From an optimization exercise on the open Yosys and OpenROAD flow, aimed at small area, a short achievable clock period and few clock cycles per item; shortcuts taken in it are not production practice.
Where RTL was checked, it was by simulation tests only, not by an equivalence proof against the original.
No activity file was given, so power comes from the tool's default toggle rates.

==> flow/design.v <==
module adf4350_plan (
    input  wire        clk,
    input  wire        rst,           
    input  wire        in_valid,
    output wire        in_ready,
    input  wire [31:0] in_f,          
    input  wire [15:0] in_ref,        
    output wire        out_valid,
    input  wire        out_ready,
    output wire [2:0]  out_div,
    output wire [22:0] out_int,
    output wire [22:0] out_frac,
    output wire [22:0] out_mod
);
    reg        busy;
    reg        done;
    reg [3:0]  cnt;         
    reg [2:0]  div_r;
    reg [23:0] q_r;         
    reg        c_r;         
    reg [2:0]  r5;
    reg [22:0] rem;         
    reg [20:0] mod_q;       
    wire accept = in_valid & in_ready;
    assign in_ready  = ~busy & (~done | out_ready);
    assign out_valid = done;
    reg [2:0] div_sel;
    always @(*) begin
        if      (in_f < 32'd68750)   div_sel = 3'd6;
        else if (in_f < 32'd137500)  div_sel = 3'd5;
        else if (in_f < 32'd275000)  div_sel = 3'd4;
        else if (in_f < 32'd550000)  div_sel = 3'd3;
        else if (in_f < 32'd1100000) div_sel = 3'd2;
        else if (in_f < 32'd2200000) div_sel = 3'd1;
        else                         div_sel = 3'd0;
    end
    wire [5:0]  top_d5 = in_f[31:24] / 3'd5;
    wire [2:0]  top_r5 = in_f[31:24] % 3'd5;
    wire [23:0] f_sh   = div_sel[0] ? {in_f[22:0], 1'b0} : in_f[23:0];
    wire [20:0] mod25  = ({5'd0, in_ref} << 4) + ({5'd0, in_ref} << 3) + {5'd0, in_ref};
    wire        zero_in = (cnt < {2'b00, div_r[2:1]});
    wire        n1 = q_r[23] & ~zero_in;
    wire        n2 = q_r[22] & ~zero_in;
    wire [3:0]  t1  = {r5, n1};                  
    wire        c1  = (t1 >= 4'd5);
    wire [2:0]  r51 = c1 ? (t1 - 4'd5) : t1[2:0];
    wire [23:0] rs1 = {rem, c_r};
    wire [24:0] tr1 = {1'b0, rs1} - {2'b00, mod_q, 2'b00};
    wire        ge1 = ~tr1[24];
    wire [22:0] rm1 = ge1 ? tr1[22:0] : rs1[22:0];
    wire [3:0]  t2  = {r51, n2};
    wire        c2  = (t2 >= 4'd5);
    wire [2:0]  r52 = c2 ? (t2 - 4'd5) : t2[2:0];
    wire [23:0] rs2 = {rm1, c1};
    wire [24:0] tr2 = {1'b0, rs2} - {2'b00, mod_q, 2'b00};
    wire        ge2 = ~tr2[24];
    wire [22:0] rm2 = ge2 ? tr2[22:0] : rs2[22:0];
    assign out_div  = div_r;
    assign out_int  = q_r[22:0];
    assign out_frac = rem + {22'd0, c_r};
    assign out_mod  = {mod_q, 2'b00};
    always @(posedge clk) begin
        if (rst) begin
            busy <= 1'b0;
            done <= 1'b0;
        end else if (accept) begin
            busy <= 1'b1;
            done <= 1'b0;
        end else if (busy) begin
            if (cnt == 4'd0) begin
                busy <= 1'b0;
                done <= 1'b1;
            end
        end else if (out_ready) begin
            done <= 1'b0;
        end
        if (accept) begin
            div_r <= div_sel;
            cnt   <= 4'd11 + {2'b00, div_sel[2:1]};
            q_r   <= f_sh;
            c_r   <= top_d5[0];
            r5    <= top_r5;
            rem   <= {18'd0, top_d5[5:1]};
            mod_q <= mod25;
        end else if (busy) begin
            cnt <= cnt - 4'd1;
            q_r <= {q_r[21:0], ge1, ge2};
            c_r <= c2;
            r5  <= r52;
            rem <= rm2;
        end
    end
endmodule
clock: 7.0 ns
lec_check: 0
abc_area: 1
abc_clock_period_in_ps: 4000
cap_margin: 20
core_margin: 2
core_utilization: 40
setup_slack_margin: 2.0
slew_margin: 20
standard.sh (not shown) runs the stock make flow with config.mk's settings and CLKGATE_MAP_FILE= SYNTH_SCRIPT=/design/flow/synth_recipe.tcl, a recipe that flattens the netlist after the stock synthesis.
==> flow/flow/run.sh <==
#!/bin/bash
set -euo pipefail
export BUFFER_PORTS_ARGS="-buffer_cell sky130_fd_sc_hd__buf_1"
bash standard.sh > orfs_make.log 2>&1
The first run produced a clean layout.
Testbench counts at the start, summed over its fixed seeds: cycles 21,748, items 1,600.
Edit:
--- a/flow/design.v
+++ b/flow/design.v
@@ -16,7 +16,7 @@
     reg        done;
     reg [3:0]  cnt;         
     reg [2:0]  div_r;
-    reg [23:0] q_r;         
+    reg [22:0] q_r;         
     reg        c_r;         
     reg [2:0]  r5;
     reg [22:0] rem;         
@@ -34,29 +34,37 @@
         else if (in_f < 32'd2200000) div_sel = 3'd1;
         else                         div_sel = 3'd0;
     end
-    wire [5:0]  top_d5 = in_f[31:24] / 3'd5;
-    wire [2:0]  top_r5 = in_f[31:24] % 3'd5;
-    wire [23:0] f_sh   = div_sel[0] ? {in_f[22:0], 1'b0} : in_f[23:0];
+    wire        odd    = div_sel[0];
+    wire [21:0] g_lo   = odd ? {in_f[20:0], 1'b0} : in_f[21:0];
+    wire [7:0]  f_d5   = in_f[31:22] / 3'd5;
+    wire [2:0]  f_r5   = in_f[31:22] % 3'd5;
+    wire [7:0]  top_d5 = odd ? 8'd0 : f_d5;      
+    wire [2:0]  top_r5 = odd ? {2'd0, in_f[21]} : f_r5;
+    wire [6:0]  top_p  = top_d5[7:1];
+    wire [6:0]  f_p    = f_d5[7:1];
+    wire        top_q  = (in_ref == 16'd1) && (f_p >= 7'd100);    
+    wire [6:0]  top_rm = top_q ? (f_p - 7'd100) : top_p;
     wire [20:0] mod25  = ({5'd0, in_ref} << 4) + ({5'd0, in_ref} << 3) + {5'd0, in_ref};
     wire        zero_in = (cnt < {2'b00, div_r[2:1]});
-    wire        n1 = q_r[23] & ~zero_in;
-    wire        n2 = q_r[22] & ~zero_in;
+    wire        n1 = q_r[21] & ~zero_in;
+    wire        n2 = q_r[20] & ~zero_in;
     wire [3:0]  t1  = {r5, n1};                  
     wire        c1  = (t1 >= 4'd5);
     wire [2:0]  r51 = c1 ? (t1 - 4'd5) : t1[2:0];
+    wire [3:0]  t2  = {r51, n2};
+    wire        c2  = (t2 >= 4'd5);
+    wire [2:0]  r52 = c2 ? (t2 - 4'd5) : t2[2:0];
     wire [23:0] rs1 = {rem, c_r};
     wire [24:0] tr1 = {1'b0, rs1} - {2'b00, mod_q, 2'b00};
     wire        ge1 = ~tr1[24];
     wire [22:0] rm1 = ge1 ? tr1[22:0] : rs1[22:0];
-    wire [3:0]  t2  = {r51, n2};
-    wire        c2  = (t2 >= 4'd5);
-    wire [2:0]  r52 = c2 ? (t2 - 4'd5) : t2[2:0];
     wire [23:0] rs2 = {rm1, c1};
     wire [24:0] tr2 = {1'b0, rs2} - {2'b00, mod_q, 2'b00};
     wire        ge2 = ~tr2[24];
     wire [22:0] rm2 = ge2 ? tr2[22:0] : rs2[22:0];
+    wire [1:0]  dig = {ge1, ge2};
     assign out_div  = div_r;
-    assign out_int  = q_r[22:0];
+    assign out_int  = q_r;
     assign out_frac = rem + {22'd0, c_r};
     assign out_mod  = {mod_q, 2'b00};
     always @(posedge clk) begin
@@ -76,15 +84,15 @@
         end
         if (accept) begin
             div_r <= div_sel;
-            cnt   <= 4'd11 + {2'b00, div_sel[2:1]};
-            q_r   <= f_sh;
+            cnt   <= 4'd10 + {2'b00, div_sel[2:1]};
+            q_r   <= {top_q, g_lo};
             c_r   <= top_d5[0];
             r5    <= top_r5;
-            rem   <= {18'd0, top_d5[5:1]};
+            rem   <= {16'd0, top_rm};
             mod_q <= mod25;
         end else if (busy) begin
             cnt <= cnt - 4'd1;
-            q_r <= {q_r[21:0], ge1, ge2};
+            q_r <= {q_r[22], q_r[19:0], dig};
             c_r <= c2;
             r5  <= r52;
             rem <= rm2;
Outcome: The changed run completed without violations. Power grows by 16%. Clock power shrinks by 8.6%. Setup slack degrades by 0.66 ns. Hold slack degrades by 0.020 ns. Core utilization grows by 4.1 points. Routed wire length grows by 6.6%. Die area grows by 1.3%. Combinational power grows by 24%.
Only the layout flow was run in the second run of this note; the RTL was not checked for function there.

[re-timing with driven ports]
Ports are ideal in the flow. The routed layouts listed here were re-timed in OpenROAD. Step 1 assumes that a clkbuf_16 drives the clock port and a buf_2 every other input. Step 2 times the ports against the registers' clock, not the clock port: input delays grow and output delays shrink by t, the midpoint of the rising clock arrivals with the driver on. a / b / c = ideal ports / drivers / drivers and shift; a / b = the first two.
| run | t, ns | slack for setup (ns) | hold WS [ns] | pins driven straight from the clock port |
|---|---|---|---|---|
| the first run | 0.400 | 2.259 / 2.259 / 2.008 | 0.532 / 0.532 / 0.532 | 1 |
| the second run | 0.387 | 1.595 / 1.595 / 1.595 | 0.512 / 0.512 / 0.512 | 1 |
After both steps setup and hold are still met in every run listed. For the first run, which loses most, drivers alone change the setup slack by 0.000 ns; drivers and shift together by -0.251 ns.
